This is an optimization exercise on Yosys and OpenROAD, whose aim is small area, a short achievable clock period and few clock cycles, not a production implementation. Where RTL was checked, it was by simulation tests only, not by an equivalence proof against the original. No functional check of the RTL was part of runs 4 to 6.

==> flow/design.v <==
module dani_deframer (
    input  wire         clk,
    input  wire         rst,            
    input  wire         cfg_proto,      
    input  wire [3:0]   cfg_ctrl_hi,    
    input  wire [7:0]   cfg_sq_code,    
    input  wire [27:0]  cfg_rsplen,     
    input  wire         in_valid,
    input  wire [7:0]   in_data,
    output wire         in_ready,
    output reg          out_valid,
    input  wire         out_ready,
    output wire [4:0]   out_len,        
    output wire [143:0] out_frame,      
    output wire [15:0]  out_drops       
);
    localparam BUFN = 18;
    reg              proto_q;
    reg              pn_q;      
    localparam [8*BUFN-1:0] INV = {{(8*BUFN-24){1'b1}}, 24'd0};
    reg [8*BUFN-1:0] bufs_q;
    wire [8*BUFN-1:0] buf_q = bufs_q ^ INV;
    reg [4:0]        cnt_q;     
    reg              in_rdy_q;  
    reg [15:0]       drops_q;   
    reg              drop_q;    
    reg              taken_q;   
    reg [4:0]        skip_q;    
    reg              sof0_q;    
    reg [BUFN-1:4]   omn_q;     
    reg              hd_drop;   
    reg              hd_cand;   
    reg [3:0]        hd_v;      
    reg  [BUFN-1:4]  hd_lt;     
    integer j;
    always @(*)
        for (j = 4; j < BUFN; j = j + 1)
            hd_lt[j] = pn_q ? ({1'b0, hd_v} >= j - 4) : ({1'b0, hd_v} >= j - 3);
    integer i;
    function [5:0] hdr_dec;     
        input [7:0] x0, x1, x2;
        input [1:0] p;
        reg         start, hdr, plaus;
        reg  [3:0]  n;
        begin
            if (!proto_q) begin
                start = (x0 == 8'hAA);
                hdr   = (p >= 2'd2);
                plaus = (x1[7:4] == cfg_ctrl_hi) && (x1[3:0] != 4'd0) && (x1[3:0] <= 4'd9);
                n     = x1[3:0];
            end else begin
                start = (x0[7:1] == 7'b1111101);
                hdr   = (p == 2'd3);
                plaus = 1'b1;
                n     = 4'd0;
                if (!x0[0]) begin
                    case (x2)
                        8'hF6: n = 4'd3;
                        8'hF3: n = 4'd1;
                        8'h83: n = 4'd2;
                        8'h9B: n = 4'd1;
                        8'h96: n = 4'd8;
                        8'h97: n = 4'd8;
                        default: begin
                            if (x2 != cfg_sq_code) plaus = 1'b0;
                        end
                    endcase
                end else begin
                    case (x2)
                        8'hF6: n = cfg_rsplen[3:0];
                        8'hF3: n = cfg_rsplen[7:4];
                        8'h83: n = cfg_rsplen[11:8];
                        8'h9B: n = cfg_rsplen[15:12];
                        8'h96: n = cfg_rsplen[19:16];
                        8'h97: n = cfg_rsplen[23:20];
                        default: n = (x2 == cfg_sq_code) ? cfg_rsplen[27:24] : 4'hF;
                    endcase
                    plaus = (n != 4'hF);
                end
            end
            hdr_dec = {((p != 2'd0) && !start) || (start && hdr && !plaus),
                       start && hdr && plaus, n};
        end
    endfunction
    wire [BUFN-1:0] lt_t = {hd_lt, 4'b1111};      
    reg  [BUFN-1:0] at_chk, at_eof;               
    reg  [7:0]      term [0:BUFN];
    reg  [7:0]      chk;
    reg             eof_ok;
    always @(*) begin
        chk    = 8'h00;
        eof_ok = 1'b0;
        for (i = 0; i < BUFN; i = i + 1) begin
            at_chk[i] = (i >= 3) && ({1'b0, hd_v} == i - 3);
            at_eof[i] = (i >= 4) && ({1'b0, hd_v} == i - 4);
            if (at_chk[i])
                chk = chk | buf_q[8*i +: 8];
            if (at_eof[i] && buf_q[8*i +: 8] == 8'h55)
                eof_ok = 1'b1;
            term[i] = lt_t[i] ? buf_q[8*i +: 8] : 8'h00;
        end
        term[0] = {1'b1, !pn_q, 1'b1, !pn_q, 1'b1, 1'b0, 1'b1, pn_q || buf_q[0]};
        if (pn_q) begin
            term[1] = 8'h00;
            term[3] = 8'h00;
        end
        term[BUFN] = ~{chk[6:0], 1'b0};
    end
    function [15:0] csa;        
        input [7:0] a, b, c;
        begin
            csa = {((a & b) | (a & c) | (b & c)) << 1, a ^ b ^ c};
        end
    endfunction
    wire [15:0] s1_0 = csa(term[0],  term[1],  term[2]);
    wire [15:0] s1_1 = csa(term[3],  term[4],  term[5]);
    wire [15:0] s1_2 = csa(term[6],  term[7],  term[8]);
    wire [15:0] s1_3 = csa(term[9],  term[10], term[11]);
    wire [15:0] s1_4 = csa(term[12], term[13], term[14]);
    wire [15:0] s1_5 = csa(term[15], term[16], term[17]);
    wire [15:0] s2_0 = csa(s1_0[7:0], s1_0[15:8], s1_1[7:0]);
    wire [15:0] s2_1 = csa(s1_1[15:8], s1_2[7:0], s1_2[15:8]);
    wire [15:0] s2_2 = csa(s1_3[7:0], s1_3[15:8], s1_4[7:0]);
    wire [15:0] s2_3 = csa(s1_4[15:8], s1_5[7:0], s1_5[15:8]);
    wire [15:0] s3_0 = csa(s2_0[7:0], s2_0[15:8], s2_1[7:0]);
    wire [15:0] s3_1 = csa(s2_1[15:8], s2_2[7:0], s2_2[15:8]);
    wire [15:0] s3_2 = csa(s2_3[7:0], s2_3[15:8], term[BUFN]);
    wire [15:0] s4_0 = csa(s3_0[7:0], s3_0[15:8], s3_1[7:0]);
    wire [15:0] s4_1 = csa(s3_1[15:8], s3_2[7:0], s3_2[15:8]);
    wire [15:0] s5_0 = csa(s4_0[7:0], s4_0[15:8], s4_1[7:0]);
    wire [15:0] s6_0 = csa(s5_0[7:0], s5_0[15:8], s4_1[15:8]);
    wire sum_ok = ((s6_0[7:0] ^ s6_0[15:8]) == 8'hFF);
    wire win_ok = sum_ok && (proto_q || (eof_ok && buf_q[31:27] == 5'd0));
    wire       skipping = (skip_q[4:1] != 4'd0);
    wire [4:0] hd_t     = {1'b0, hd_v} + (proto_q ? 5'd4 : 5'd5);    
    wire       complete = (cnt_q >= hd_t);
    wire       check    = !skipping && hd_cand && complete;
    wire       do_emit  = check && win_ok;
    wire       do_drop  = (!skipping && hd_drop) || (check && !win_ok);
    wire       rm_rdy   = skipping && out_valid;
    wire       rm_now   = skipping ? !out_valid : (hd_drop || (hd_cand && complete));
    wire       remove   = rm_now || (rm_rdy && out_ready);
    assign in_ready = in_rdy_q;
    wire   accept   = in_valid && in_rdy_q;
    wire [1:0] p0 = (cnt_q > 5'd2) ? 2'd3 : cnt_q[1:0];
    wire [1:0] p1 = (cnt_q > 5'd3) ? 2'd3 : (cnt_q == 5'd0) ? 2'd0 : cnt_q[1:0] - 2'd1;
    wire [5:0] dec0 = hdr_dec(buf_q[7:0],  buf_q[15:8],  buf_q[23:16], p0);
    wire [5:0] dec1 = hdr_dec(buf_q[15:8], buf_q[23:16], buf_q[31:24], p1);
    wire [5:0] dec  = (rm_now || rm_rdy) ? dec1 : dec0;
    reg [BUFN-1:0] ld_in, en;
    always @(*) begin
        for (i = 0; i < BUFN; i = i + 1) begin
            ld_in[i] = (i + 1 >= cnt_q);
            en[i]    = (rm_now || (i >= cnt_q)) || (rm_rdy && out_ready);
        end
    end
    assign out_frame[7:0] = {1'b1, proto_q, 1'b1, proto_q, 1'b1, 1'b0, 1'b1, sof0_q};
    genvar g;
    generate
        for (g = 1; g < 4; g = g + 1) begin : g_out_lo
            assign out_frame[8*g +: 8] = bufs_q[8*(g-1) +: 8];
        end
        for (g = 4; g < BUFN; g = g + 1) begin : g_out
            assign out_frame[8*g +: 8] = ~(bufs_q[8*(g-1) +: 8] | {8{omn_q[g]}});
        end
    endgenerate
    assign out_len   = skip_q;
    assign out_drops = drops_q;
    always @(posedge clk) begin
        proto_q  <= cfg_proto;
        pn_q     <= !cfg_proto;
        for (i = 0; i < BUFN; i = i + 1)
            if (en[i])
                bufs_q[8*i +: 8] <= ((ld_in[i] || i == BUFN - 1) ? in_data : buf_q[8*((i+1)%BUFN) +: 8]) ^ INV[8*i +: 8];
        hd_v  <= dec[3:0];
        if (!out_valid) omn_q <= ~hd_lt;
        if (do_emit) sof0_q <= buf_q[0];
        if (rst) begin
            cnt_q     <= 5'd0;
            in_rdy_q  <= 1'b1;
            drops_q   <= 16'd0;
            drop_q    <= 1'b0;
            taken_q   <= 1'b0;
            skip_q    <= 5'd0;
            out_valid <= 1'b0;
            hd_drop   <= 1'b0;
            hd_cand   <= 1'b0;
        end else begin
            cnt_q    <= cnt_q + {{4{remove && !accept}}, remove ^ accept};
            in_rdy_q <= !(((cnt_q == BUFN[4:0]) || (cnt_q == BUFN[4:0] - 5'd1 && accept)) && !remove);
            hd_drop <= dec[5];
            hd_cand <= dec[4];
            if (skipping) begin
                if (rm_now || out_ready) skip_q <= skip_q - 5'd1;
            end else if (do_emit) begin
                skip_q <= hd_t;
            end
            drop_q <= do_drop;
            if (drop_q) begin
                if (drops_q != 16'hFFFF) drops_q <= drops_q + 16'd1;
            end else if (taken_q) begin
                drops_q <= 16'd0;
            end
            taken_q <= out_valid && out_ready;
            if (do_emit)
                out_valid <= 1'b1;
            else if (out_ready)
                out_valid <= 1'b0;
        end
    end
endmodule
==> flow/flow/run.sh <==
#!/bin/bash
# Standard layout, except that the port buffers are the small
# sky130_fd_sc_hd__buf_1 instead of the cell buffer_ports picks by itself.
set -euo pipefail
export BUFFER_PORTS_ARGS="-buffer_cell sky130_fd_sc_hd__buf_1"
bash standard.sh > standard.log 2>&1
==> flow/standard.sh <==
#!/bin/bash
# synth_recipe.tcl (not shown) runs the flow's synth.tcl, then flattens the netlist and writes it again
# the make line also repeats each setting of config.mk as NAME=value (left out here)
make -C /OpenROAD-flow-scripts/flow DESIGN_CONFIG=/design/flow/config.mk WORK_HOME=/design/flow/orfs CLKGATE_MAP_FILE= SYNTH_SCRIPT=/design/flow/synth_recipe.tcl "${@:-finish}"
==> flow/config.mk <==
export PLATFORM = sky130hd
export DESIGN_NAME = dani_deframer
export DESIGN_NICKNAME = dani_deframer
export VERILOG_FILES = /design/flow/design.v
export SDC_FILE = /design/flow/constraint.sdc
export NUM_CORES = 4
export LEC_CHECK = 0
export CAP_MARGIN = 20
export CELL_PAD_IN_SITES_DETAIL_PLACEMENT = 2
export CELL_PAD_IN_SITES_GLOBAL_PLACEMENT = 2
export CORE_MARGIN = 2
export CORE_UTILIZATION = 30
export CTS_CLUSTER_DIAMETER = 120
export CTS_CLUSTER_SIZE = 26
export PLACE_DENSITY = 0.5
export SLEW_MARGIN = 50
==> flow/constraint.sdc <==
create_clock -name core_clock -period 28.0 [get_ports {clk}]
set_input_delay 5.6000 -clock core_clock [delete_from_list [all_inputs] [get_ports {clk}]]
set_output_delay 5.6000 -clock core_clock [all_outputs]
set_load 0.01 [all_outputs]
==> reports/results.ini, run 1 <==
[worst_setup_path]
start_kind = flip-flop
end_kind = flip-flop
worstSetupStartpoint = hd_v[1]
critical_path_class = flip-flop to flip-flop
cp.arrival_ps = 7920
ff2ff_setup_slack_ps = 20470
r2r_start = hd_v[1]
path_max_fanout = 20
crit_required_ps = 28380

[floorplanning]
rows = 82
die_x_um = 228
die_y_um = 228
die_area_sq_um = 52200
core_area_sq_um = 50000
io_pins = 220
start_util_pct = 30.2

[clocking]
cts.sinks = 197
htreeDepth = 4
cts_hold_buf = 0
clk_pin_slew_ps = 80
cts-root-buf = clkbuf_16
cts.repair.resized = 0
cts_tree = done
post_cts_buffers = 0
numCtsBuffers = 17
cts_buffer_depth = 2
clock_latency_ps = 500

[global_routing]
antenna_found_initial = 1
grt_pass1_wl_um = 101000
track_usage_pct = 26.6
grt_overflow = 0
grt_pass1_vias = 14300
grt_util_met2_pct = 46.6
grtUsageMet3_pct = 3.64
top_usage_layer = met2
grt_use_met1_pct = 34.7
grt_max_degree = 41

[yosys]
synth_edf_count = 159
synth_seq_cells = 197
seq_area_frac_synth_pct = 36.6
synth_most_common_cell = nor2_1
syn_area_sq_um = 15100
synthArstFlopShare_pct = 0
syn_inst = 1651
ys.warnings.count = 2
syn_area_per_cell_sq_um = 9.15
netlist_top_cells_count = 307 x nor2_1, 159 x edfxtp_1, 153 x nand2_1
synth_top_area_cell = edfxtp_1
ys_types = 82
ys.flop_type = edfxtp_1
synth_top_area_share_pct = 31.6
yosys-top-cells-area = edfxtp_1 32%, fa_1 13%, nor2_1 7.6%, dfxtp_1 5.0%, o21ai_0 4.1%

[timing]
setup_viol = 0
fin_ws_ps = 20470
hold_viol_final = 0
worst_pin_slew_ps = 704
fin_crit_ps = 7530
slew-limit-headroom_pct = 52.9
rsz0062_at_grt = no
drv_slew = 0
finalSetupTns_ps = 0
post-route-period-util_pct = 26.9
max_freq_mhz = 133
worst_clock_skew_ps = 13.9

[final_layout]
register_area_sq_um = 5540
area_growth_syn_to_layout_pct = 12.6
nNetsFinal = 1967
multi_input_area_sq_um = 8630
drive_above_1_share_pct = 7.45
diodes = 0
fillers = 5673

[job]
cap_violations = 0

[routing]
drc = 0
ant_nets = 0
wl_per_cell_um = 27.8
drt_pass1_iterations = 5
num_vias = 13300
first_iter_violations = 757
routed_wl_um = 68800
vias_per_cell = 5.39

[placed_design]
dp_slack_ps = 20180
io_buffers = 214
globalplace.congestion = 0.863
hpwl_um = 52200

[hold_path]
min_path_type = flip-flop to flip-flop
worstHoldStart = out_valid

[run_status]
status = finished clean

-- critical path: stages, from the launching register on --
cell	delay (ps)
dfxtp_1	470
buf_4	310
or3_1	430
nor3_2	510
nor2_1	140
fa_1	530
inv_1	50
fa_1	470
fa_1	530
fa_1	570
inv_1	60
fa_1	530
inv_1	60
fa_1	430
xor2_1	170
xnor2_1	190
xnor2_1	160
xnor3_1	350
xnor3_1	210
xor3_2	540
o31a_1	420
a21oi_1	170
a21oi_1	70
-- placed cells by master, fill, tap and decap left out, drive strengths merged, types with 4 or more instances in the layout --
cell,synthesis,routed
nor2,311,311
buf,45,240
edfxtp,159,159
nand2,153,153
o21ai,133,133
inv,110,118
fa,99,99
a21oi,58,58
o22ai,44,44
xor2,44,44
dfxtp,38,38
xnor2,31,31
ha,29,29
nor4bb,27,27
nor3,26,26
nand4,23,23
nand3,22,22
clkbuf,84,22
mux2,19,19
or2,19,19
nand2b,14,14
nor2b,13,13
nor4,11,11
a21o,10,10
mux2i,8,8
nand3b,8,8
a22oi,8,8
or3,7,7
and4,6,6
nand4b,5,5
or4,5,5
a222oi,5,5
and3,5,5
o211ai,5,5
conb,2,5
o31ai,5,5
a31oi,4,4
and2,4,4
clkinv,1,4
-- final timing paths --
| kind | cells after the start | to |
|---|---|---|
| max | 22 | skip_q[0] |
| min | 2 | taken_q |
| max reg2reg | 22 | skip_q[0] |
| min reg2reg | 2 | taken_q |
-- logic make-up after synthesis --
logic type,share of synthesized area [%]
compound gates,12.5
xor+xnor,4.96
fa+ha+maj,15.5
buf+inv,7.02
flops,36.6
mux,2.10
other cells,0.0497
simple gates,21.2
-- registers in the layout (all words and copies together) (netlist names) --
register   count
drop_q         1
proto_q        1
cnt_q          5
taken_q        1
pn_q           1
in_rdy_q       1
bufs_q       144
sof0_q         1
hd_cand        1
hd_drop        1
out_valid      1
hd_v           4
drops_q       16
skip_q         5
omn_q         14
-- metal layers --
metal	share of wire [%]	up-vias	routed length (um)
met5	0	-	0
met4	1.7	0	1190
met3	3.2	55	2180
met2	51	258	34800
met1	45	7076	30600
li1	-	5922	-
-- per-stage QoR --
step | utilization [%] | std cells | hold slack, ps | instance area (sq um)
2_1_floorplan | - | 1654 | 429 | 15100
3_3_place_gp | 32.7 | 2436 | 483 | 16300
3_5_place_dp | 32.8 | 2438 | 477 | 16400
4_1_cts | 34.0 | 2470 | 503 | 17000
5_1_grt | 34.1 | 2471 | 525 | 17000
6_report | 34.1 | 2471 | 503 | 17000
-- final cells by class --
type                            instances  area share (%)
Timing Repair Buffer                  242            6.05
Inverter                              111            2.45
Clock buffer                           20            2.63
Multi-Input combinational cell       1217            50.7
Clock inverter                         12           0.684
Tap cell                              672            4.94
Sequential cell                       197            32.5
Testbench counts, summed over its fixed seeds: cycles 32,298.
==> run 2, diff against run 1 <==
--- a/flow/config.mk
+++ b/flow/config.mk
@@ -11,6 +11,6 @@
 export CORE_MARGIN = 2
 export CORE_UTILIZATION = 30
 export CTS_CLUSTER_DIAMETER = 120
-export CTS_CLUSTER_SIZE = 26
+export CTS_CLUSTER_SIZE = 30
 export PLACE_DENSITY = 0.5
 export SLEW_MARGIN = 50
==> run 2 against run 1 <==
  * Still clean
  * Hold slack stayed put
  * Via count stayed put
  * Non-clock buffer count stayed put
  * Final area stayed put
  * Global-route usage stayed put
  * Critical path type unchanged
==> reports/results.ini, run 2 <==
[run_status]
status = finished clean

[global_routing]
antenna_found_initial = 1
grt_pass1_wl_um = 101000
track_usage_pct = 26.6
grt_pass1_vias = 14300
grt_max_degree = 41
grt_overflow = 0

[yosys]
ys_types = 82
ys.warnings.count = 2
ys.flop_type = edfxtp_1
syn_inst = 1651
synth_most_common_cell = nor2_1
synth_top_area_share_pct = 31.6
netlist_top_cells_count = 307 x nor2_1, 159 x edfxtp_1, 153 x nand2_1
yosys-top-cells-area = edfxtp_1 32%, fa_1 13%, nor2_1 7.6%, dfxtp_1 5.0%, o21ai_0 4.1%
syn_area_sq_um = 15100
synth_edf_count = 159
seq_area_frac_synth_pct = 36.6
syn_area_per_cell_sq_um = 9.15
synth_top_area_cell = edfxtp_1
synth_seq_cells = 197
synthArstFlopShare_pct = 0

[floorplanning]
io_pins = 220
start_util_pct = 30.2
die_y_um = 228
rows = 82
core_area_sq_um = 50000
die_x_um = 228
die_area_sq_um = 52200

[timing]
finalSetupTns_ps = 0
worst_pin_slew_ps = 704
max_freq_mhz = 133
drv_slew = 0
fin_crit_ps = 7530
hold_viol_final = 0
post-route-period-util_pct = 26.9
slew-limit-headroom_pct = 52.9
fin_ws_ps = 20470
rsz0062_at_grt = no
worst_clock_skew_ps = 13.9
setup_viol = 0

[final_layout]
regMostFlops = bufs_q
diodes = 0
area_growth_syn_to_layout_pct = 12.6
largest_reg_flops = 144
largestRegisters = bufs_q (144), drops_q (16), omn_q (14)
nNetsFinal = 1967
fin_util_pct = 34.1
fin_area_sq_um = 17000
layout_common_cells = 305 x nor2_1, 212 x buf_1, 159 x edfxtp_1
drive_above_1_share_pct = 7.45
layout_commonest_cell = nor2_1

[clocking]
cts.sinks = 197
cts_buffer_depth = 2
cts_tree = done
clk_pin_slew_ps = 80
post_cts_buffers = 0
clock_latency_ps = 500
cts-root-buf = clkbuf_16
cts_hold_buf = 0
htreeDepth = 4
cts.repair.resized = 0
numCtsBuffers = 17

[routing]
first_iter_violations = 757
vias_per_cell = 5.39
drc = 0
wl_per_cell_um = 27.8
routed_wl_um = 68800
num_vias = 13300
drt_pass1_iterations = 5
ant_nets = 0

[worst_setup_path]
path_cells = buf_4, or3_1, nor3_2, nor2_1, fa_1, inv_1, fa_1, fa_1, fa_1, inv_1, fa_1, inv_1, fa_1, xor2_1, xnor2_1, xnor2_1, xnor3_1, xnor3_1, xor3_2, o31a_1, a21oi_1, a21oi_1
slowest_stage = fa_1
ff2ff_setup_slack_ps = 20470
reg2reg_to = skip_q[0]
cp.arrival_ps = 7920
crit_top_cell = fa_1
start_kind = flip-flop
path_max_fanout = 20
critical_path_class = flip-flop to flip-flop
r2r_start = hd_v[1]
crit_required_ps = 28380
worst-r2r-cell-count = 22
end_kind = flip-flop
slowest_delay_ps = 570

[placed_design]
globalplace.congestion = 0.863
dp_slack_ps = 20180
place_area_sq_um = 16400
io_buffers = 214
hpwl_um = 52200

[job]
cap_violations = 0

[hold_path]
min_path_type = flip-flop to flip-flop
hold_path_depth = 2
worstHoldStart = out_valid
whs_endpoint = taken_q

## run 2: cell counts in the layout (fill, tap and decap cells not counted)
Identical to the previous run, type by type.
## run 2: area by class of cell
type / count / area [sq um]
clock buffers: 20 / 447
repair buffers: 242 / 1030
clock inverters: 12 / 116
multi-input cells: 1217 / 8630
inverters: 111 / 417
well taps: 672 / 841
fillers: 5673 / 33000
flip-flops and latches: 197 / 5540
## run 2: critical path, delay by kind of cell (launching register included)
kind                       cells  cell delay, ps
and+or+nand+nor                3            1080
adders and majority gates      6            3060
xor gates and xnor gates       6            1620
buffers and inverters          4             480
DFF                            1             470
AOI/OAI and AO/OA              3             660
## run 2: how the worst max path moves through the flow
stage                            to  slack [ps]  depth (start not counted)       from
after floorplan            cnt_q[4]       20010                         15  out_ready
after global placement     cnt_q[4]       19660                         14  out_ready
after detailed placement   cnt_q[4]       20180                         14  out_ready
after CTS                    sof0_q       20310                         20    hd_v[1]
after global routing      skip_q[1]       20120                         22    hd_v[1]
final                     skip_q[0]       20470                         22    hd_v[1]
## run 2: cells by family after synthesis
kind of cell    count (synthesis)  share of synthesized area (%)
simple gates                  672                           21.2
compound gates                305                           12.5
buf+inv                       240                           7.02
flops                         197                           36.6
fa+ha+maj                     128                           15.5
xor+xnor                       79                           4.96
mux                            28                           2.10
other cells                     2                         0.0497
## run 2: routing by layer
metal	global-route usage [%]	vias up	wire length [um]
met1	34.7	7076	30600
met4	6.17	0	1190
met5	0	-	0
met2	46.6	258	34800
li1	-	5922	-
met3	3.64	55	2180
## run 2: stage by stage
stage | cells | hold slack [ps]
2_1_floorplan | 1654 | 429
3_3_place_gp | 2436 | 483
3_5_place_dp | 2438 | 477
4_1_cts | 2470 | 503
5_1_grt | 2471 | 525
6_report | 2471 | 503
==> run 3, diff against run 2 <==
--- a/flow/config.mk
+++ b/flow/config.mk
@@ -10,7 +10,7 @@
 export CELL_PAD_IN_SITES_GLOBAL_PLACEMENT = 2
 export CORE_MARGIN = 2
 export CORE_UTILIZATION = 30
-export CTS_CLUSTER_DIAMETER = 120
-export CTS_CLUSTER_SIZE = 30
+export CTS_CLUSTER_DIAMETER = 250
+export CTS_CLUSTER_SIZE = 32
 export PLACE_DENSITY = 0.5
 export SLEW_MARGIN = 50
==> run 3 against run 2 <==
  * Setup slack did not move
  * Cell count unchanged
  * Fmax unchanged
  * Register-to-register slack is essentially flat
  * Still clean on timing, DRC and antenna
==> reports/results.ini, run 3 <==
[floorplanning]
die_x_um = 228
core_area_sq_um = 50000
die_area_sq_um = 52200
rows = 82
start_util_pct = 30.2
io_pins = 220
die_y_um = 228

[global_routing]
grt_pass1_vias = 14300
track_usage_pct = 26.6
grt_overflow = 0
antenna_found_initial = 1
grt_max_degree = 41
grt_pass1_wl_um = 101000

[final_layout]
fin_area_sq_um = 17000
layout_commonest_cell = nor2_1
diodes = 0
area_growth_syn_to_layout_pct = 12.6
layout_common_cells = 305 x nor2_1, 212 x buf_1, 159 x edfxtp_1
largestRegisters = bufs_q (144), drops_q (16), omn_q (14)
drive_above_1_share_pct = 7.45
multi_input_area_sq_um = 8630
largest_reg_flops = 144
regMostFlops = bufs_q
fillers = 5673
nNetsFinal = 1967
register_area_sq_um = 5540

[timing]
rsz0062_at_grt = no
hold_viol_final = 0
post-route-period-util_pct = 26.9
slew-limit-headroom_pct = 52.9
fin_crit_ps = 7530
setup_viol = 0
finalSetupTns_ps = 0
worst_pin_slew_ps = 704
drv_slew = 0
worst_clock_skew_ps = 13.9
max_freq_mhz = 133

[yosys]
syn_area_sq_um = 15100
ys.warnings.count = 2
synth_edf_count = 159
ys.flop_type = edfxtp_1
ys_types = 82
syn_inst = 1651
yosys-top-cells-area = edfxtp_1 32%, fa_1 13%, nor2_1 7.6%, dfxtp_1 5.0%, o21ai_0 4.1%
synth_top_area_cell = edfxtp_1
synth_top_area_share_pct = 31.6
seq_area_frac_synth_pct = 36.6
synth_most_common_cell = nor2_1
synthArstFlopShare_pct = 0
netlist_top_cells_count = 307 x nor2_1, 159 x edfxtp_1, 153 x nand2_1
syn_area_per_cell_sq_um = 9.15
synth_seq_cells = 197

[worst_setup_path]
endpoint = skip_q[0]
path_max_fanout = 20
cp.arrival_ps = 7920
r2r_start = hd_v[1]
reg2reg_to = skip_q[0]
ff2ff_setup_slack_ps = 20470
worstSetupStartpoint = hd_v[1]
critical_path_class = flip-flop to flip-flop
crit_required_ps = 28380
worst-r2r-cell-count = 22
end_kind = flip-flop
start_kind = flip-flop

[clocking]
cts_hold_buf = 0
clk_pin_slew_ps = 80
clock_latency_ps = 500
cts-root-buf = clkbuf_16
cts_tree = done
numCtsBuffers = 17
htreeDepth = 4
cts.sinks = 197
post_cts_buffers = 0
cts.repair.resized = 0
cts_buffer_depth = 2

[placed_design]
hpwl_um = 52200
place_area_sq_um = 16400
io_buffers = 214
globalplace.congestion = 0.863

[routing]
drt_pass1_iterations = 5
wl_per_cell_um = 27.8
ant_nets = 0
first_iter_violations = 757
routed_wl_um = 68800
vias_per_cell = 5.39
drc = 0
num_vias = 13300

[job]
cap_violations = 0

[hold_path]
min_path_type = flip-flop to flip-flop

[run_status]
status = finished clean

[run 3: worst min path at each step]
stage              start       to  slack, ps  depth (start not counted)
3_3_place_gp   out_valid  taken_q        480                          2
4_1_cts        out_valid  taken_q        500                          2
2_1_floorplan    hd_drop   drop_q        430                          2
3_5_place_dp   out_valid  taken_q        480                          2
5_1_grt        out_valid  taken_q        530                          2
6_report       out_valid  taken_q        500                          2
[run 3: worst max-delay path, stage by stage, from the launching register on]
cell	delay [ps]
dfxtp_1	470
buf_4	310
or3_1	430
nor3_2	510
nor2_1	140
fa_1	530
inv_1	50
fa_1	470
fa_1	530
fa_1	570
inv_1	60
fa_1	530
inv_1	60
fa_1	430
xor2_1	170
xnor2_1	190
xnor2_1	160
xnor3_1	350
xnor3_1	210
xor3_2	540
o31a_1	420
a21oi_1	170
a21oi_1	70
[run 3: layout make-up]
type | instances | area share (%)
multi-input cells | 1217 | 50.7
well taps | 672 | 4.94
clock buffers | 20 | 2.63
inverters | 111 | 2.45
clock inverters | 12 | 0.684
flip-flops and latches | 197 | 32.5
repair buffers | 242 | 6.05
[run 3: kinds of logic (layout without fill, tap and decap cells)]
kind of cell / count (synthesis) / after routing / share of synthesized area (%)
flip-flops: 197 / 197 / 36.6
buffers and inverters: 240 / 385 / 7.02
multiplexers: 28 / 28 / 2.10
AO/OA/AOI/OAI: 305 / 305 / 12.5
AND/OR/NAND/NOR: 672 / 672 / 21.2
adder cells (fa/ha/maj): 128 / 128 / 15.5
other: 2 / 5 / 0.0497
XOR/XNOR: 79 / 79 / 4.96
[run 3: routing by layer]
layer	vias up	part of all wire, %	track usage [%]
met5	-	0	0
met4	0	1.7	6.17
met3	55	3.2	3.64
met2	258	51	46.6
met1	7076	45	34.7
li1	5922	-	-
[run 3: metrics by stage]
step,hold WS [ps],setup WS (ps),utilization (%),instances
after floorplan,429,20010,-,1654
after global placement,483,19660,32.7,2436
after detailed placement,477,20180,32.8,2438
after CTS,503,20310,34.0,2470
after global routing,525,20120,34.1,2471
final,503,20470,34.1,2471
==> run 4, diff against run 3 <==
--- a/flow/design.v
+++ b/flow/design.v
@@ -17,6 +17,7 @@
     localparam BUFN = 18;
     reg              proto_q;
     reg              pn_q;      
+    reg [7:0]        sq_q;
     localparam [8*BUFN-1:0] INV = {{(8*BUFN-24){1'b1}}, 24'd0};
     reg [8*BUFN-1:0] bufs_q;
     wire [8*BUFN-1:0] buf_q = bufs_q ^ INV;
@@ -62,7 +63,7 @@
                         8'h96: n = 4'd8;
                         8'h97: n = 4'd8;
                         default: begin
-                            if (x2 != cfg_sq_code) plaus = 1'b0;
+                            if (x2 != sq_q) plaus = 1'b0;
                         end
                     endcase
                 end else begin
@@ -73,7 +74,7 @@
                         8'h9B: n = cfg_rsplen[15:12];
                         8'h96: n = cfg_rsplen[19:16];
                         8'h97: n = cfg_rsplen[23:20];
-                        default: n = (x2 == cfg_sq_code) ? cfg_rsplen[27:24] : 4'hF;
+                        default: n = (x2 == sq_q) ? cfg_rsplen[27:24] : 4'hF;
                     endcase
                     plaus = (n != 4'hF);
                 end
@@ -169,6 +170,7 @@
     always @(posedge clk) begin
         proto_q  <= cfg_proto;
         pn_q     <= !cfg_proto;
+        sq_q     <= cfg_sq_code;
         for (i = 0; i < BUFN; i = i + 1)
             if (en[i])
                 bufs_q[8*i +: 8] <= ((ld_in[i] || i == BUFN - 1) ? in_data : buf_q[8*((i+1)%BUFN) +: 8]) ^ INV[8*i +: 8];
--- a/flow/config.mk
+++ b/flow/config.mk
@@ -10,7 +10,7 @@
 export CELL_PAD_IN_SITES_GLOBAL_PLACEMENT = 2
 export CORE_MARGIN = 2
 export CORE_UTILIZATION = 30
-export CTS_CLUSTER_DIAMETER = 250
-export CTS_CLUSTER_SIZE = 32
+export CTS_CLUSTER_DIAMETER = 120
+export CTS_CLUSTER_SIZE = 26
 export PLACE_DENSITY = 0.5
 export SLEW_MARGIN = 50
==> run 4 against run 3 <==
  * Global-route usage rose by 0.53 points
  * Highest routed layer unchanged
  * Cell count barely moved
  * Hold slack got worse by 18 ps
  * Clock-buffer cell count fell by 5
  * Still clean on timing, DRC and antenna
  * Final area barely moved
  * Area after synthesis rose by 1.6%
  * Fmax fell by 0.79%
==> reports/results.ini, run 4 <==
[floorplanning]
die_y_um = 230
rows = 82
die_x_um = 230
core_area_sq_um = 50400
io_pins = 220
start_util_pct = 30.5
die_area_sq_um = 53000

[timing]
worst_clock_skew_ps = 36.4
finalSetupTns_ps = 0
post-route-period-util_pct = 27.1
fin_crit_ps = 7590
slew-limit-headroom_pct = 52.7
drv_slew = 0
hold_viol_final = 0
rsz0062_at_grt = no
setup_viol = 0
max_freq_mhz = 132
worst_pin_slew_ps = 709

[final_layout]
area_growth_syn_to_layout_pct = 10.9
diodes = 0
layout_commonest_cell = nor2_1
regMostFlops = bufs_q
layout_common_cells = 306 x nor2_1, 212 x buf_1, 159 x edfxtp_1
largest_reg_flops = 144
nNetsFinal = 1974
largestRegisters = bufs_q (144), drops_q (16), omn_q (14)
drive_above_1_share_pct = 6.73

[worst_setup_path]
slowest_stage = fa_1
critical_path_class = primary input to flip-flop
crit_top_cell = inv_1
end_kind = flip-flop
worst-r2r-cell-count = 24
path_cells = buf_1, nand2b_1, o21ai_2, buf_4, inv_1, ha_1, inv_1, ha_1, inv_1, fa_1, inv_1, a21o_1, a21oi_1, xnor2_1, nor2_1
crit_required_ps = 28400
ff2ff_setup_slack_ps = 20550
slowest_delay_ps = 400
start_kind = primary input
cp.arrival_ps = 8000
reg2reg_to = skip_q[1]
path_max_fanout = 20
r2r_start = hd_v[2]

[routing]
vias_per_cell = 5.43
routed_wl_um = 72500
drt_pass1_iterations = 5
num_vias = 13400
drc = 0
first_iter_violations = 916
wl_per_cell_um = 29.4
ant_nets = 0

[yosys]
netlist_top_cells_count = 307 x nor2_1, 159 x edfxtp_1, 151 x nand2_1
syn_area_sq_um = 15400
synth_seq_cells = 205
synth_top_area_cell = edfxtp_1
seq_area_frac_synth_pct = 37.1
synth_top_area_share_pct = 31.1
syn_area_per_cell_sq_um = 9.22
ys_types = 79
synthArstFlopShare_pct = 0
ys.flop_type = edfxtp_1
syn_inst = 1665
ys.warnings.count = 2
yosys-top-cells-area = edfxtp_1 31%, fa_1 13%, nor2_1 7.5%, dfxtp_1 6.0%, o21ai_0 4.2%
synth_edf_count = 159
synth_most_common_cell = nor2_1

[clocking]
htreeDepth = 1
numCtsBuffers = 13
cts.repair.resized = 0
clk_pin_slew_ps = 110
cts-root-buf = clkbuf_16
cts_tree = done
cts_hold_buf = 0
clock_latency_ps = 530
cts_buffer_depth = 3
post_cts_buffers = 0
cts.sinks = 205

[run_status]
status = finished clean

[global_routing]
grt_max_degree = 39
grt_pass1_vias = 14400
track_usage_pct = 27.1
grt_pass1_wl_um = 105000
antenna_found_initial = 4
grt_overflow = 0

[hold_path]
worstHoldStart = out_valid
min_path_type = flip-flop to flip-flop
hold_path_depth = 2
whs_endpoint = taken_q

[placed_design]
globalplace.congestion = 0.908
io_buffers = 214
hpwl_um = 53700

[job]
cap_violations = 0

[run 4: layout make-up]
cell class              instances  area [sq um]
inverters                     108           405
multi-input cells            1223          8660
clock inverters                 5          66.3
clock buffers                  15           333
well taps                     672           841
fillers                      5692         33300
repair buffers                242          1020
flip-flops and latches        205          5700
[run 4: per-layer routing]
layer	global-route usage (%)	routed length, um	share of wire [%]	vias up
li1	-	-	-	5955
met1	36.2	32400	45	7061
met2	47.1	35700	49	296
met3	2.33	2250	3.1	90
met4	7.18	2110	2.9	0
met5	0	0	0	-
[run 4: critical path, delay by kind of cell]
kind | cells | cell delay (ps)
adder cells (fa/ha/maj) | 3 | 850
buffers and inverters | 6 | 770
AO/OA/AOI/OAI | 3 | 320
AND/OR/NAND/NOR | 2 | 290
XOR/XNOR | 1 | 160
[run 4: cells by family after synthesis]
logic type / share of synthesized area [%]
AO/OA/AOI/OAI: 12.8
XOR/XNOR: 4.87
adder cells (fa/ha/maj): 15.3
buffers and inverters: 7.04
flip-flops: 37.1
multiplexers: 2.65
other: 0.0489
AND/OR/NAND/NOR: 20.2
[run 4: how the worst max path moves through the flow]
stage / from / end / slack (ps) / depth (start not counted)
finish: out_ready / cnt_q[4] / 20410 / 15
global route: hd_v[2] / skip_q[4] / 20110 / 24
CTS: out_ready / cnt_q[4] / 20420 / 15
detailed placement: out_ready / cnt_q[4] / 19870 / 15
global placement: out_ready / cnt_q[4] / 19900 / 15
floorplan: out_ready / cnt_q[4] / 19960 / 15
[run 4: per-stage QoR]
stage	setup slack [ps]	instance area, sq um	cells	hold slack (ps)	utilization [%]
after floorplan	19960	15400	1668	449	-
after global placement	19900	16500	2448	463	32.8
after detailed placement	19870	16600	2448	470	32.9
after CTS	20420	17000	2468	487	33.7
after global routing	20110	17000	2470	525	33.8
final	20410	17000	2470	484	33.8
==> run 5, diff against run 4 <==
--- a/flow/design.v
+++ b/flow/design.v
@@ -17,7 +17,6 @@
     localparam BUFN = 18;
     reg              proto_q;
     reg              pn_q;      
-    reg [7:0]        sq_q;
     localparam [8*BUFN-1:0] INV = {{(8*BUFN-24){1'b1}}, 24'd0};
     reg [8*BUFN-1:0] bufs_q;
     wire [8*BUFN-1:0] buf_q = bufs_q ^ INV;
@@ -32,11 +31,12 @@
     reg              hd_drop;   
     reg              hd_cand;   
     reg [3:0]        hd_v;      
+    reg [3:0]        hd_vn;     
     reg  [BUFN-1:4]  hd_lt;     
     integer j;
     always @(*)
         for (j = 4; j < BUFN; j = j + 1)
-            hd_lt[j] = pn_q ? ({1'b0, hd_v} >= j - 4) : ({1'b0, hd_v} >= j - 3);
+            hd_lt[j] = proto_q ? ({1'b0, ~hd_vn} >= j - 3) : ({1'b0, ~hd_vn} >= j - 4);
     integer i;
     function [5:0] hdr_dec;     
         input [7:0] x0, x1, x2;
@@ -63,7 +63,7 @@
                         8'h96: n = 4'd8;
                         8'h97: n = 4'd8;
                         default: begin
-                            if (x2 != sq_q) plaus = 1'b0;
+                            if (x2 != cfg_sq_code) plaus = 1'b0;
                         end
                     endcase
                 end else begin
@@ -74,7 +74,7 @@
                         8'h9B: n = cfg_rsplen[15:12];
                         8'h96: n = cfg_rsplen[19:16];
                         8'h97: n = cfg_rsplen[23:20];
-                        default: n = (x2 == sq_q) ? cfg_rsplen[27:24] : 4'hF;
+                        default: n = (x2 == cfg_sq_code) ? cfg_rsplen[27:24] : 4'hF;
                     endcase
                     plaus = (n != 4'hF);
                 end
@@ -170,11 +170,11 @@
     always @(posedge clk) begin
         proto_q  <= cfg_proto;
         pn_q     <= !cfg_proto;
-        sq_q     <= cfg_sq_code;
         for (i = 0; i < BUFN; i = i + 1)
             if (en[i])
                 bufs_q[8*i +: 8] <= ((ld_in[i] || i == BUFN - 1) ? in_data : buf_q[8*((i+1)%BUFN) +: 8]) ^ INV[8*i +: 8];
         hd_v  <= dec[3:0];
+        hd_vn <= ~dec[3:0];
         if (!out_valid) omn_q <= ~hd_lt;
         if (do_emit) sof0_q <= buf_q[0];
         if (rst) begin
==> run 5 against run 4 <==
  * Critical path depth decreased by 5
  * Final area increased by 0.40%
  * Register-to-register slack got worse by 50 ps
  * Via count increased by 3.7%
  * First-iteration DRC count increased by 6.7%
  * Clock-buffer cell count unchanged
  * Synthesized cell count increased by 2.3%
  * Non-clock buffer count increased by 6
  * Fmax increased by 0.35%
  * Utilization increased by 0.14 points
  * Sequential cell count decreased by 4
  * Critical path type unchanged
==> reports/results.ini, run 5 <==
[routing]
routed_wl_um = 75700
drc = 0
wl_per_cell_um = 30.1
ant_nets = 0
num_vias = 13900
first_iter_violations = 977
drt_pass1_iterations = 5
vias_per_cell = 5.52

[clocking]
clock_latency_ps = 520
numCtsBuffers = 12
cts.sinks = 201
htreeDepth = 1
clk_pin_slew_ps = 110
cts-root-buf = clkbuf_16
post_cts_buffers = 0
cts_buffer_depth = 3
cts_hold_buf = 0
cts.repair.resized = 0
cts_tree = done

[global_routing]
track_usage_pct = 28.3
grt_max_degree = 30
antenna_found_initial = 3
grt_overflow = 0
grt_pass1_wl_um = 109000
grt_pass1_vias = 14600

[yosys]
ys.warnings.count = 2
ys.flop_type = edfxtp_1
syn_inst = 1704
synth_most_common_cell = nor2_1
yosys-top-cells-area = edfxtp_1 31%, fa_1 13%, nor2_1 7.6%, dfxtp_1 5.5%, o21ai_0 4.1%
synth_top_area_share_pct = 31.1
seq_area_frac_synth_pct = 36.5
synth_top_area_cell = edfxtp_1
syn_area_per_cell_sq_um = 9.02
ys_types = 76
synth_seq_cells = 201
synthArstFlopShare_pct = 0
synth_edf_count = 159
syn_area_sq_um = 15400
netlist_top_cells_count = 310 x nor2_1, 160 x nand2_1, 159 x edfxtp_1

[worst_setup_path]
critical_path_class = primary input to flip-flop
crit_buf_inv = 1
crit_required_ps = 28450
cp.arrival_ps = 8020
slowest_stage = or3b_2
worst-r2r-cell-count = 21
start_kind = primary input
slowest_delay_ps = 500
path_max_fanout = 4
end_kind = flip-flop
r2r_start = hd_vn[3]
path_cells = buf_1, xor2_1, nand4_1, or3_1, mux2i_1, nor3_1, a221oi_1, a41oi_1, or3b_2, a21oi_1
ff2ff_setup_slack_ps = 20500
reg2reg_to = skip_q[3]
cpLargestDelayFamily = simple AND/OR/NAND/NOR gates

[timing]
worst_pin_slew_ps = 725
slew-limit-headroom_pct = 51.3
worst_clock_skew_ps = 24.6
rsz0062_at_grt = no
setup_viol = 0
finalSetupTns_ps = 0
fin_crit_ps = 7570
max_freq_mhz = 132
hold_viol_final = 0
drv_slew = 0
post-route-period-util_pct = 27.0
timing.hold.ws_ps = 500

[hold_path]
hold_path_depth = 2
whs_endpoint = taken_q
worstHoldStart = out_valid
min_path_type = flip-flop to flip-flop

[final_layout]
multi_input_area_sq_um = 8730
layout_common_cells = 307 x nor2_1, 214 x buf_1, 160 x nand2_1
largestRegisters = bufs_q (144), drops_q (16), omn_q (14)
largest_reg_flops = 144
fin_area_sq_um = 17100
layout_commonest_cell = nor2_1
area_growth_syn_to_layout_pct = 11.2
register_area_sq_um = 5620
fin_cells = 2519
diodes = 0
fin_util_pct = 33.9
regMostFlops = bufs_q
drive_above_1_share_pct = 6.39
fillers = 5726
nNetsFinal = 2024

[placed_design]
place_inst = 2501
place_area_sq_um = 16700
io_buffers = 214
hpwl_um = 57300
globalplace.congestion = 0.947

[floorplanning]
start_util_pct = 30.5
rows = 82
die_area_sq_um = 53000
die_x_um = 230
io_pins = 220
die_y_um = 230
core_area_sq_um = 50400

[job]
cap_violations = 0

[run_status]
status = finished clean

run 5: worst max path at each step:
stage | startpoint | end | slack (ps) | cells after the start
global placement | out_ready | cnt_q[4] | 19570 | 14
global route | hd_vn[3] | skip_q[3] | 20230 | 21
CTS | hd_vn[3] | skip_q[1] | 20440 | 21
floorplan | out_ready | cnt_q[4] | 20320 | 13
detailed placement | cfg_sq_code[5] | hd_cand | 19940 | 10
finish | cfg_sq_code[5] | hd_cand | 20430 | 10
run 5: area by class of cell:
cell class / count / area share, %
Tap cell: 672 / 4.92
Clock inverter: 3 / 0.205
Clock buffer: 15 / 2.01
Sequential cell: 201 / 32.9
Multi-Input combinational cell: 1259 / 51.1
Timing Repair Buffer: 248 / 6.28
Inverter: 121 / 2.66
run 5: through the flow:
step           worst slack (ps)
3_3_place_gp              19570
2_1_floorplan             20320
6_report                  20430
4_1_cts                   20440
5_1_grt                   20230
3_5_place_dp              19940
run 5: tightest hold or removal path, cell delays in order, from the launching register on:
cell and delay, ps:
dfxtp_1 360, nand2_1 70, nor2_1 30
run 5: metal layers:
layer  vias up  wire length (um)  GRT usage, %
met5         -                 0             0
met4         0              2510          8.19
met3       102              3150          2.53
met2       406             38100          50.5
met1      7302             32000          36.4
li1       6092                 -             -
run 5: kinds of logic after synthesis:
logic type | count (synthesis) | share of synthesized area (%)
AND/OR/NAND/NOR | 681 | 20.7
multiplexers | 33 | 2.38
AO/OA/AOI/OAI | 336 | 13.3
XOR/XNOR | 76 | 4.61
other | 2 | 0.0489
flip-flops | 201 | 36.5
adder cells (fa/ha/maj) | 128 | 15.3
buffers and inverters | 247 | 7.10
==> run 6, diff against run 5 <==
--- a/flow/design.v
+++ b/flow/design.v
@@ -27,16 +27,14 @@
     reg              taken_q;   
     reg [4:0]        skip_q;    
     reg              sof0_q;    
-    reg [BUFN-1:4]   omn_q;     
     reg              hd_drop;   
     reg              hd_cand;   
     reg [3:0]        hd_v;      
-    reg [3:0]        hd_vn;     
     reg  [BUFN-1:4]  hd_lt;     
     integer j;
     always @(*)
         for (j = 4; j < BUFN; j = j + 1)
-            hd_lt[j] = proto_q ? ({1'b0, ~hd_vn} >= j - 3) : ({1'b0, ~hd_vn} >= j - 4);
+            hd_lt[j] = pn_q ? ({1'b0, hd_v} >= j - 4) : ({1'b0, hd_v} >= j - 3);
     integer i;
     function [5:0] hdr_dec;     
         input [7:0] x0, x1, x2;
@@ -162,7 +160,7 @@
             assign out_frame[8*g +: 8] = bufs_q[8*(g-1) +: 8];
         end
         for (g = 4; g < BUFN; g = g + 1) begin : g_out
-            assign out_frame[8*g +: 8] = ~(bufs_q[8*(g-1) +: 8] | {8{omn_q[g]}});
+            assign out_frame[8*g +: 8] = (g < skip_q) ? ~bufs_q[8*(g-1) +: 8] : 8'h00;
         end
     endgenerate
     assign out_len   = skip_q;
@@ -174,8 +172,6 @@
             if (en[i])
                 bufs_q[8*i +: 8] <= ((ld_in[i] || i == BUFN - 1) ? in_data : buf_q[8*((i+1)%BUFN) +: 8]) ^ INV[8*i +: 8];
         hd_v  <= dec[3:0];
-        hd_vn <= ~dec[3:0];
-        if (!out_valid) omn_q <= ~hd_lt;
         if (do_emit) sof0_q <= buf_q[0];
         if (rst) begin
             cnt_q     <= 5'd0;
==> run 6 against run 5 <==
  * Still clean on timing, DRC and antenna
  * Area after synthesis decreased by 2.3%
  * Sequential share of layout area is 2.8 points lower
  * Critical path depth increased by 12
  * Via count fell by 1.2%
  * Non-clock buffer count down 11
  * Clock-buffer cell count rose by 2
  * Global-route usage grew 0.11 points
==> reports/results.ini, run 6 <==
[routing]
drt_pass1_iterations = 5
ant_nets = 0
num_vias = 13700
vias_per_cell = 5.52
routed_wl_um = 73800
wl_per_cell_um = 29.7
drc = 0
first_iter_violations = 1181

[global_routing]
grt_overflow = 0
grt_pass1_wl_um = 106000
grt_max_degree = 47
grt_pass1_vias = 14600
track_usage_pct = 28.4
antenna_found_initial = 4

[worst_setup_path]
cpLargestDelayFamily = adder cells
crit_required_ps = 28440
slowest_stage = or4_1
crit_top_cell = fa_1
end_kind = flip-flop
crit_buf_inv = 4
ff2ff_setup_slack_ps = 20010
cp.arrival_ps = 8430
r2r_start = hd_v[2]
worst-r2r-cell-count = 22
path_max_fanout = 46
critical_path_class = flip-flop to flip-flop
start_kind = flip-flop
reg2reg_to = skip_q[4]
path_cells = buf_4, or4_1, nor2_1, nor2_1, fa_1, inv_1, fa_1, fa_1, fa_1, inv_1, fa_1, inv_1, fa_1, xnor2_1, xnor2_1, xnor2_1, xnor3_2, xnor3_1, xnor3_2, a32oi_4, or4b_1, a21oi_1
slowest_delay_ps = 800

[floorplanning]
start_util_pct = 30.5
die_x_um = 228
core_area_sq_um = 49200
io_pins = 220
die_y_um = 228
die_area_sq_um = 51800
rows = 81

[yosys]
ys_types = 90
netlist_top_cells_count = 312 x nor2_1, 145 x edfxtp_1, 144 x nand2_1
ys.warnings.count = 2
synth_seq_cells = 183
syn_inst = 1669
synth_edf_count = 145
synthArstFlopShare_pct = 0
syn_area_per_cell_sq_um = 9.00
seq_area_frac_synth_pct = 34.1
yosys-top-cells-area = edfxtp_1 29%, fa_1 13%, nor2_1 7.8%, dfxtp_1 5.1%, nand2_1 3.6%
synth_top_area_share_pct = 29.0
synth_top_area_cell = edfxtp_1
synth_most_common_cell = nor2_1
ys.flop_type = edfxtp_1
syn_area_sq_um = 15000

[timing]
hold_viol_final = 0
fin_ws_ps = 20010
worst_pin_slew_ps = 742
slew-limit-headroom_pct = 50.6
finalSetupTns_ps = 0
max_freq_mhz = 125
worst_clock_skew_ps = 20.4
setup_viol = 0
rsz0062_at_grt = no
timing.hold.ws_ps = 472
post-route-period-util_pct = 28.5
drv_slew = 0
fin_crit_ps = 7990

[clocking]
htreeDepth = 4
cts.repair.resized = 0
cts-root-buf = clkbuf_16
post_cts_buffers = 0
cts_tree = done
cts_hold_buf = 0
cts_buffer_depth = 2
cts.sinks = 183
numCtsBuffers = 17
clk_pin_slew_ps = 80
clock_latency_ps = 510

[hold_path]
min_path_type = flip-flop to flip-flop
whs_endpoint = taken_q
hold_path_depth = 2
worstHoldStart = out_valid

[placed_design]
hpwl_um = 56000
dp_slack_ps = 19800
io_buffers = 214
place_area_sq_um = 16400
globalplace.congestion = 0.895

[final_layout]
fin_util_pct = 34.7
largestRegisters = bufs_q (144), drops_q (16)
fin_area_sq_um = 17000
area_growth_syn_to_layout_pct = 13.5
layout_commonest_cell = nor2_1
layout_common_cells = 311 x nor2_1, 208 x buf_1, 145 x edfxtp_1
largest_reg_flops = 144
diodes = 0
regMostFlops = bufs_q
fillers = 5576
drive_above_1_share_pct = 9.32
nNetsFinal = 1993

[job]
cap_violations = 0

[run_status]
status = finished clean

[run 6: final cells by class]
cell class / count / area (sq um) / share of cell area [%]
clock inverter: 15 / 215 / 1.26
sequential: 183 / 5120 / 30.1
timing repair buffer: 237 / 996 / 5.84
tap: 664 / 831 / 4.87
clock buffer: 17 / 425 / 2.50
inverter: 116 / 435 / 2.55
multi-input combinational: 1257 / 9020 / 52.9
[run 6: logic make-up after synthesis]
logic type	count (synthesis)	share of synthesized area, %
other	2	0.0500
flip-flops	183	34.1
buffers and inverters	232	7.07
adder cells (fa/ha/maj)	128	15.6
multiplexers	42	3.23
AND/OR/NAND/NOR	678	21.6
XOR/XNOR	70	4.47
AO/OA/AOI/OAI	334	13.9
[run 6: worst min-delay path: stages, from the launching register on]
cell	delay (ps)
dfxtp_1	340
nand2_1	60
nor2_1	30
[run 6: routing by layer]
| metal | share of wire, % | track usage, % | vias up |
|---|---|---|---|
| li1 | - | - | 6049 |
| met1 | 46 | 39.3 | 7139 |
| met2 | 45 | 44.5 | 461 |
| met3 | 6.2 | 5.76 | 92 |
| met4 | 2.8 | 9.40 | 0 |
| met5 | 0 | 0 | - |
[run 6: worst max-delay path by stage]
stage,depth (start not counted),startpoint,slack [ps],end
CTS,5,skip_q[3],20000,out_frame[84]
detailed placement,10,cfg_sq_code[7],19800,hd_drop
global placement,10,cfg_sq_code[4],19890,hd_drop
global route,22,hd_v[2],19660,skip_q[4]
floorplan,15,out_ready,19930,cnt_q[4]
finish,22,hd_v[2],20010,skip_q[4]
[run 6: metrics by stage]
step,instances
6_report,2489
5_1_grt,2489
4_1_cts,2489
3_5_place_dp,2457
3_3_place_gp,2456
2_1_floorplan,1672
==> run 7, diff against run 6 <==
--- a/flow/design.v
+++ b/flow/design.v
@@ -27,6 +27,7 @@
     reg              taken_q;   
     reg [4:0]        skip_q;    
     reg              sof0_q;    
+    reg [BUFN-1:4]   omn_q;     
     reg              hd_drop;   
     reg              hd_cand;   
     reg [3:0]        hd_v;      
@@ -160,7 +161,7 @@
             assign out_frame[8*g +: 8] = bufs_q[8*(g-1) +: 8];
         end
         for (g = 4; g < BUFN; g = g + 1) begin : g_out
-            assign out_frame[8*g +: 8] = (g < skip_q) ? ~bufs_q[8*(g-1) +: 8] : 8'h00;
+            assign out_frame[8*g +: 8] = ~(bufs_q[8*(g-1) +: 8] | {8{omn_q[g]}});
         end
     endgenerate
     assign out_len   = skip_q;
@@ -172,6 +173,7 @@
             if (en[i])
                 bufs_q[8*i +: 8] <= ((ld_in[i] || i == BUFN - 1) ? in_data : buf_q[8*((i+1)%BUFN) +: 8]) ^ INV[8*i +: 8];
         hd_v  <= dec[3:0];
+        if (!out_valid) omn_q <= ~hd_lt;
         if (do_emit) sof0_q <= buf_q[0];
         if (rst) begin
             cnt_q     <= 5'd0;
==> flow/run.sh (new file) <==
#!/bin/bash
# synth_recipe.tcl (not shown) runs the flow's synth.tcl, then flattens the netlist and writes it again
# the make line also repeats each setting of config.mk as NAME=value (left out here)
make -C /OpenROAD-flow-scripts/flow DESIGN_CONFIG=/design/flow/config.mk WORK_HOME=/design/flow/orfs CLKGATE_MAP_FILE= SYNTH_SCRIPT=/design/flow/synth_recipe.tcl finish
removed: flow/flow/run.sh
removed: flow/standard.sh
==> run 7 against run 6 <==
  * Largest cell class unchanged
  * Sequential share of layout area rose by 0.10 points
  * Cell count shrank 0.56%
  * Utilization increased by 2.1 points
  * Final area rose by 7.7%
  * Synthesized cell count down 1.1%
  * Setup slack improved by 91 ps
  * Non-clock buffer count grew 6
  * Clock-buffer cell count up 3
  * Sequential cell count increased by 14
==> reports/results.ini, run 7 <==
[routing]
ant_nets = 0
met1_length_um = 29600
wl_met3_um = 3190
drt_pass1_iterations = 5
routed.top_layer = met5
drc = 0
vias_per_cell = 5.40
first_iter_violations = 923
wl_per_cell_um = 28.0
dr_wl_met2_um = 34100
routed_wl_um = 69300
num_vias = 13400

[clocking]
cts_hold_buf = 0
cts_tree = done
cts.repair.resized = 0
numCtsBuffers = 17
cts.sinks = 197
cts_buffer_depth = 2
cts-root-buf = clkbuf_16
htreeDepth = 4
post_cts_buffers = 0
clk_pin_slew_ps = 80
clock_latency_ps = 510

[floorplanning]
rows = 82
die_y_um = 228
io_pins = 220
die_x_um = 228
die_area_sq_um = 52200
start_util_pct = 30.2
core_area_sq_um = 50000

[timing]
fin_crit_ps = 7900
worst_clock_skew_ps = 26.0
timing.hold.ws_ps = 512
hold_viol_final = 0
slew-limit-headroom_pct = 51.2
max_freq_mhz = 127
worst_pin_slew_ps = 725
finalSetupTns_ps = 0
post-route-period-util_pct = 28.2
drv_slew = 0
setup_viol = 0
rsz0062_at_grt = no

[yosys]
ys_types = 82
synth_edf_count = 159
syn_area_per_cell_sq_um = 9.15
syn_area_sq_um = 15100
syn_inst = 1651
synth_top_area_share_pct = 31.6
synth_seq_cells = 197
netlist_top_cells_count = 307 x nor2_1, 159 x edfxtp_1, 153 x nand2_1
seq_area_frac_synth_pct = 36.6
ys.flop_type = edfxtp_1
synth_most_common_cell = nor2_1
ys.warnings.count = 2
synthArstFlopShare_pct = 0
synth_top_area_cell = edfxtp_1
yosys-top-cells-area = edfxtp_1 32%, fa_1 13%, nor2_1 7.6%, dfxtp_1 5.0%, o21ai_0 4.1%

[global_routing]
grt_overflow = 0
grt_max_degree = 41
grt_pass1_wl_um = 101000
grt_pass1_vias = 14500
antenna_found_initial = 4
track_usage_pct = 26.8

[final_layout]
layout_common_cells = 305 x nor2_1, 212 x clkdlybuf4s50_1, 159 x edfxtp_1
largest_reg_flops = 144
fillers = 5545
largestRegisters = bufs_q (144), drops_q (16), omn_q (14)
regMostFlops = bufs_q
drive_above_1_share_pct = 7.56
fin_util_pct = 36.7
layout_commonest_cell = nor2_1
area_growth_syn_to_layout_pct = 21.5
nNetsFinal = 1968

[hold_path]
worstHoldStart = out_valid
min_path_type = flip-flop to flip-flop

[job]
cap_violations = 0

[worst_setup_path]
path_max_fanout = 20
crit_required_ps = 28390
cp.arrival_ps = 8290
r2r_start = pn_q
critical_path_class = primary input to flip-flop
start_kind = primary input
end_kind = flip-flop
worstSetupStartpoint = out_ready

[run_status]
status = finished clean

[placed_design]
io_buffers = 214
globalplace.congestion = 0.882
hpwl_um = 52100

[run 7: cell types whose count changed after synthesis, moves of 8 or more]
cell / change
xnor2_1: -21
mux2_2: -12
nand2_1: +9
a21oi_1: -40
nand4_1: +8
edfxtp_1: +14
nand3_1: -14
o21ai_0: +15
clkbuf_1: +33
xor2_1: +30
buf_2: -15
[run 7: area by class of cell]
cell class | count | area (sq um) | area share, %
diodes | 3 | 7.51 | 0.0409
clock buffers | 20 | 489 | 2.67
clock inverters | 12 | 105 | 0.573
inverters | 111 | 417 | 2.27
multi-input cells | 1217 | 8610 | 46.9
flip-flops and latches | 197 | 5540 | 30.2
well taps | 672 | 841 | 4.58
repair buffers | 243 | 2350 | 12.8
[run 7: worst paths after layout]
| check | depth (start not counted) | to | slack (ps) |
|---|---|---|---|
| min reg2reg | 2 | taken_q | 510 |
| max reg2reg | 20 | sof0_q | 20430 |
| min | 2 | taken_q | 510 |
| max | 15 | cnt_q[4] | 20100 |
[run 7: critical path: stages]
cell and delay, ps:
clkdlybuf4s50_1 450, nand2b_1 210, o21ai_4 130, buf_4 370
inv_1 90, ha_1 300, inv_1 60, ha_1 150
inv_1 50, fa_1 400, inv_1 80, a21o_1 110
a21oi_1 70, xnor2_1 150, nor2_1 50
[run 7: stage by stage]
stage               instance area (sq um)  cells  setup slack (ps)
floorplan                           15100   1654             20010
global route                        18400   2474             19950
global placement                    17700   2439             19620
CTS                                 18300   2471             20120
finish                              18400   2475             20100
detailed placement                  17700   2439             19580
[run 7: logic make-up (layout without fill, tap and decap cells)]
logic type / Yosys count / count (layout) / share of synthesized area [%]
and+or+nand+nor: 672 / 672 / 21.2
AOI/OAI and AO/OA: 305 / 305 / 12.5
buffers and inverters: 240 / 386 / 7.02
DFF: 197 / 197 / 36.6
adders and majority gates: 128 / 128 / 15.5
xor gates and xnor gates: 79 / 79 / 4.96
muxes: 28 / 28 / 2.10
other: 2 / 8 / 0.0497
[run 7: routing by layer]
layer  GRT usage [%]  vias to the layer above
met2            45.4                      385
met3            3.77                       90
met4            10.1                        2
met5               0                        -
li1                -                     5931
met1            34.9                     6962
Testbench counts of run 7, summed over its fixed seeds: cycles 32,298.

## port drivers added, routing unchanged
No port has a modelled driver above. Below, the same layouts with a new extraction and two added sets of constraints. Step 1 (the two cells are an assumption about what drives the block):
set clk [get_ports {clk}]
set_driving_cell -lib_cell sky130_fd_sc_hd__clkbuf_16 $clk
set_driving_cell -lib_cell sky130_fd_sc_hd__buf_2 [delete_from_list [all_inputs] $clk]
Step 2 adds t to the input delays and takes it off the output delays; t is the mean of the earliest and latest rising clock arrival at the registers after step 1. Input paths then give back, and output paths get back, about the clock's delay inside the block. Three values: no drivers, after step 1, after step 2; two values: the first two.
| run | t (ns) | setup slack, ns | hold WS [ns] |
|---|---|---|---|
| run 1 | 0.556 | 20.466 / 20.466 / 20.187 | 0.503 / 0.503 / 0.503 |
| run 2 | 0.556 | 20.466 / 20.466 / 20.187 | 0.503 / 0.503 / 0.503 |
| run 3 | 0.556 | 20.466 / 20.466 / 20.187 | 0.503 / 0.503 / 0.503 |
| run 4 | 0.568 | 20.406 / 20.443 / 19.875 | 0.484 / 0.484 / 0.484 |
| run 5 | 0.569 | 20.432 / 20.470 / 19.902 | 0.500 / 0.500 / 0.500 |
| run 6 | 0.560 | 20.007 / 20.007 / 19.769 | 0.472 / 0.472 / 0.472 |
| run 7 | 0.553 | 20.097 / 20.120 / 19.567 | 0.512 / 0.512 / 0.512 |
After both steps setup and hold are still met in every run listed. For run 4, which loses most, drivers alone change the setup slack by +0.037 ns; drivers and shift together by -0.531 ns.
